Context: an optimization exercise on an open-source flow, tuned for small area, a short achievable clock period and few clock cycles per item. The choices shown serve that exercise and are no tape-out recipe.
RTL that was checked went through simulation tests only; none was proved equivalent to the original.

## snow3g_f9hash
module snow3g_f9hash (
    input  wire        clk,
    input  wire        rst,           
    input  wire        start_valid,
    output wire        start_ready,
    input  wire [63:0] p,
    input  wire [63:0] q,
    input  wire [31:0] z5,
    input  wire [15:0] len,           
    input  wire        blk_valid,
    output wire        blk_ready,
    input  wire [63:0] blk,
    output wire        res_valid,
    input  wire        res_ready,
    output wire [63:0] eval,
    output wire [31:0] maci
);
    localparam [2:0] ST_IDLE = 3'd0;    
    localparam [2:0] ST_BLK  = 3'd1;    
    localparam [2:0] ST_FIN1 = 3'd2;    
    localparam [2:0] ST_FIN2 = 3'd3;    
    localparam [2:0] ST_FW0  = 3'd4;    
    localparam [2:0] ST_FW1  = 3'd5;    
    function [63:0] gf_sq(input [63:0] a);
        reg [127:0] t;
        integer i;
        begin
            t = 128'd0;
            for (i = 0; i < 64; i = i + 1)
                t[2 * i] = a[i];
            for (i = 126; i >= 64; i = i - 1)
                if (t[i])
                    t[i - 64 +: 5] = t[i - 64 +: 5] ^ 5'h1B;
            gf_sq = t[63:0];
        end
    endfunction
    reg [2:0]   state;
    reg [63:0]  x;              
    reg [63:0]  k_r;            
    reg [278:0] mid;            
    reg [63:0]  p_r, q_r;
    reg [31:0]  z5_r;
    reg [15:0]  len_r;
    reg [10:0]  blocks_left;    
    reg         need;           
    reg         slot;           
    reg         fresh1, fresh2; 
    reg         ev1, ev;        
    reg         rv;             
    reg [63:0]  eval_r;
  ...
Size: ~6,100 cells after synthesis, ~700 flip-flops, about 340 I/O pins.
==> flow/config.mk <==
export PLATFORM = sky130hd
export DESIGN_NAME = snow3g_f9hash
export DESIGN_NICKNAME = snow3g_f9hash
export VERILOG_FILES = /design/flow/design.v
export SDC_FILE = /design/flow/constraint.sdc
export NUM_CORES = 4
export LEC_CHECK = 0
export CAP_MARGIN = 20
export CORE_MARGIN = 2
export CORE_UTILIZATION = 40
export CTS_BUF_LIST = sky130_fd_sc_hd__clkbuf_4 sky130_fd_sc_hd__clkbuf_8
export PLACE_DENSITY = 0.6
export SETUP_SLACK_MARGIN = 2.0
export SLEW_MARGIN = 20
==> flow/constraint.sdc <==
create_clock -name core_clock -period 5.0 [get_ports {clk}]
set_input_delay 1.0000 -clock core_clock [delete_from_list [all_inputs] [get_ports {clk}]]
set_output_delay 1.0000 -clock core_clock [all_outputs]
set_load 0.01 [all_outputs]
run.sh (not shown) runs the stock make flow with config.mk's settings and CLKGATE_MAP_FILE= SYNTH_SCRIPT=/design/flow/synth_recipe.tcl, a recipe that flattens the netlist after the stock synthesis.
==> next run, changes <==
- CORE_UTILIZATION: 40 -> 55
- CTS_BUF_LIST: sky130_fd_sc_hd__clkbuf_4 sky130_fd_sc_hd__clkbuf_8 -> default
- PLACE_DENSITY: 0.6 -> 0.7
Result: Final cell count goes down by about 7%. Die area went down by about 27%. Clock skew drops by 0.020 ns. Non-clock buffer count decreases by 27. Final area fell by 1.4%.
==> next run, changes <==
- CORE_UTILIZATION: 55 -> 40
- PLACE_DENSITY: 0.7 -> 0.6
=>
- global-route usage falls by 10 points
- setup slack gets better by 0.11 ns
- die area rises by 37%
- wire length rises by 6.0%
Function was not checked in any run of this note: the RTL went through the layout flow alone.

---

Another version of the RTL of snow3g_f9hash (not shown whole).
Size in the first run: ~700 flip-flops, about 340 I/O pins, about 53,000 µm² of cells after synthesis.
export LEC_CHECK = 0
export CAP_MARGIN = 20
export CORE_MARGIN = 2
export CORE_UTILIZATION = 40
export PLACE_DENSITY = 0.6
export SETUP_SLACK_MARGIN = 1.5
export SLEW_MARGIN = 20
create_clock -name core_clock -period 5.0 [get_ports {clk}]
standard.sh (not shown) runs the stock make flow with config.mk's settings and CLKGATE_MAP_FILE= SYNTH_SCRIPT=/design/flow/synth_recipe.tcl, a recipe that flattens the netlist after the stock synthesis.
==> flow/flow/run.sh <==
#!/bin/bash
# The standard layout (the standard.sh: ORFS with the standard synthesis),
# with one change: the buffers that buffer_ports puts on every input and output
# port are sky130_fd_sc_hd__buf_1 instead of the delay cell
# sky130_fd_sc_hd__clkdlybuf4s50_1 that the resizer picks by default.
# The full output of the make run goes to flow_make.log in the work folder;
# each ORFS step also keeps its own log under orfs/logs/.
set -euo pipefail
export BUFFER_PORTS_ARGS="-buffer_cell sky130_fd_sc_hd__buf_1"
bash standard.sh finish > flow_make.log 2>&1
Testbench counts at the start, summed over its fixed seeds: cycles 1,921, blocks 1,787.
Rerun with:
--- a/flow/config.mk
+++ b/flow/config.mk
@@ -11,3 +11,3 @@
 export PLACE_DENSITY = 0.6
-export SETUP_SLACK_MARGIN = 1.5
+export SETUP_SLACK_MARGIN = 2.25
 export SLEW_MARGIN = 20
Clock skew hardly moves. Die area is unchanged. Critical path depth falls by 1.

---

Another version of the RTL of snow3g_f9hash (not shown whole).
For scale: about 700 flip-flops, ~340 I/O pins, about 53000 µm² of cells after synthesis.
clock: 5.0 ns
lec_check: 0
cap_margin: 20
core_margin: 2
core_utilization: 40
cts_cluster_diameter: 60
cts_cluster_size: 20
place_density: 0.6
setup_slack_margin: 2.25
slew_margin: 20
Scripts as last shown in full above: flow/flow/run.sh
The starting point ran to the end with no violations.
Testbench counts at the start, summed over its fixed seeds: cycles 1,921, blocks 1,787.
==> next run, changes <==
--- a/flow/config.mk
+++ b/flow/config.mk
@@ -11,2 +11 @@
-export CTS_CLUSTER_DIAMETER = 60
-export CTS_CLUSTER_SIZE = 20
+export CTS_CLUSTER_SIZE = 30
Result: The new run finished clean; final cell count hardly moves; sequential share of layout area is about the same; setup slack loses 0.018 ns; first-iteration DRC count barely changes; global-route usage is about the same; register-to-register slack loses 0.02 ns; routed wire length barely changes; hold slack barely changes; design area barely changes.
==> next run, changes <==
--- a/flow/config.mk
+++ b/flow/config.mk
@@ -11 +10,0 @@
-export CTS_CLUSTER_SIZE = 30
@@ -13 +12 @@
-export SETUP_SLACK_MARGIN = 2.25
+export SETUP_SLACK_MARGIN = 2.4
Effect: The new run finished with timing, DRC and antenna clean; clock-buffer cell count does not change; worst setup slack gets better by 0.054 ns; core utilization rose by 2.5 points; maximum frequency rose slightly.

---

v19:
RTL: one of the versions met above, not the one the previous note started from.
Size in the first run: ~6100 cells after synthesis, ~700 flip-flops.
==> flow/config.mk <==
export PLATFORM = sky130hd
export DESIGN_NAME = snow3g_f9hash
export DESIGN_NICKNAME = snow3g_f9hash
export VERILOG_FILES = /design/flow/design.v
export SDC_FILE = /design/flow/constraint.sdc
export NUM_CORES = 4
export LEC_CHECK = 0
export CAP_MARGIN = 20
export CORE_MARGIN = 2
export CORE_UTILIZATION = 40
export PLACE_DENSITY = 0.5
export SETUP_SLACK_MARGIN = 2.0
export SLEW_MARGIN = 20
==> flow/constraint.sdc <==
create_clock -name core_clock -period 5.0 [get_ports {clk}]
set_input_delay 1.0000 -clock core_clock [delete_from_list [all_inputs] [get_ports {clk}]]
set_output_delay 1.0000 -clock core_clock [all_outputs]
set_load 0.01 [all_outputs]
Scripts as last shown in full above: flow/flow/run.sh
v19 finished end to end and its layout was clean on timing, DRC and antenna.
Testbench counts of v19, summed over its fixed seeds: cycles 1,921, blocks 1,787.
diff inputs: v19 => v16
# v19
export LEC_CHECK = 0
export CAP_MARGIN = 20
export CORE_MARGIN = 2
export CORE_UTILIZATION = 40
export PLACE_DENSITY = 0.5
export SETUP_SLACK_MARGIN = 2.0
export SLEW_MARGIN = 20
create_clock -name core_clock -period 5.0 [get_ports {clk}]
# v16
export LEC_CHECK = 0
export CAP_MARGIN = 20
export CORE_MARGIN = 2
export CORE_UTILIZATION = 40
export PLACE_DENSITY = 0.6
export SETUP_SLACK_MARGIN = 2.0
export SLEW_MARGIN = 20
create_clock -name core_clock -period 5.0 [get_ports {clk}]
[summary]
Going from v19 to v16, aggregate global-route resource usage shrinks by 2.1 points. Count of clock-buffer cells in the layout, v19 and v16: lower on v16. v16 vs. v19: worst hold slack went up by 6.9 ps. v16 ends up with lower post-route clock skew than v19 does. What v16 reported for final wirelength has to be multiplied by 1.06 to get the figure for v19. Max fmax across v19 and v16: v16. Diff v19 -> v16 | detailed-routing iteration count for the pre-antenna-repair pass | increase of 2. Of v19 and v16, the run reporting the higher detailed-route wire length on metal 1 was v19. The fraction of met3 tracks used by global routing reported for v16 is greater than that of v19 by 1.0 points.
Relative to v16, the following input files were edited for v52:
# v16
export LEC_CHECK = 0
export CAP_MARGIN = 20
export CORE_MARGIN = 2
export CORE_UTILIZATION = 40
export PLACE_DENSITY = 0.6
export SETUP_SLACK_MARGIN = 2.0
export SLEW_MARGIN = 20
create_clock -name core_clock -period 5.0 [get_ports {clk}]
# v52
export LEC_CHECK = 0
export CAP_MARGIN = 0
export CORE_MARGIN = 2
export CORE_UTILIZATION = 40
export PLACE_DENSITY = 0.6
export SETUP_SLACK_MARGIN = 2.0
export SLEW_MARGIN = 0
create_clock -name core_clock -period 5.0 [get_ports {clk}]
Findings:
For instance area after placement, v16 and v52 come out practically identical. v52 vs. v16: fill cell total of the finished layout lost about 0.56%, number of global-route vias before repair barely changed, global-route wire length before repair barely changed.

---

RTL: one of the versions met above, not the one the previous note started from.
clock: 5.0 ns
lec_check: 0
cap_margin: 20
core_margin: 2
core_utilization: 40
place_density: 0.6
setup_slack_margin: 2.25
slew_margin: 20
Scripts as last shown in full above: flow/flow/run.sh
Testbench counts at the start, summed over its fixed seeds: cycles 1,921, blocks 1,787.
Change:
- SETUP_SLACK_MARGIN: 2.25 -> 2.0
The new run passed the timing, design-rule and antenna checks; critical path depth stays the same; die area does not change; first-iteration DRC count hardly moves; maximum frequency drops by a little under a tenth; area after synthesis does not change.

[separate check: timing with driven ports]
No port has a modelled driver above. Below, the same layouts with a new extraction and two added sets of constraints.
Step 1: set_driving_cell puts a clkbuf_16 on clk and a buf_2 on each other input, an assumption about the parent block.
Step 2 adds t to the input delays and takes it off the output delays; t is the mean of the earliest and latest rising clock arrival at the registers after step 1. Input paths then give back, and output paths get back, about the clock's delay inside the block.
a / b / c = no drivers / after step 1 / after step 2; a / b = the first two.
run	t (ns)	setup WS [ns]	worst setup path after step 2
the first run of note 1	0.964	1.799 / 1.799 / 1.321	input to register
the second run of note 1	0.753	1.801 / 1.801 / 1.437	input to register
the third run of note 1	0.786	1.908 / 1.908 / 1.386	input to register
the first run of note 2	0.793	1.460 / 1.460 / 1.460	register to register
the second run of note 2	0.788	2.047 / 2.047 / 1.935	input to register
the first run of note 3	0.788	2.111 / 2.111 / 1.547	input to register
the second run of note 3	0.809	2.093 / 2.093 / 1.694	input to register
the third run of note 3	0.804	2.147 / 2.147 / 1.758	input to register
v19	0.785	1.906 / 1.906 / 1.706	input to register
v16	0.798	1.957 / 1.957 / 1.866	input to register
v52	0.805	1.904 / 1.904 / 1.836	input to register
the first run of note 5	0.809	2.093 / 2.093 / 1.694	input to register
the second run of note 5	0.808	1.836 / 1.836 / 1.461	input to register
After both steps every run listed still meets setup and hold. For the first run of note 3, which loses most, drivers alone change the setup slack by 0.000 ns; drivers and shift together by -0.564 ns.
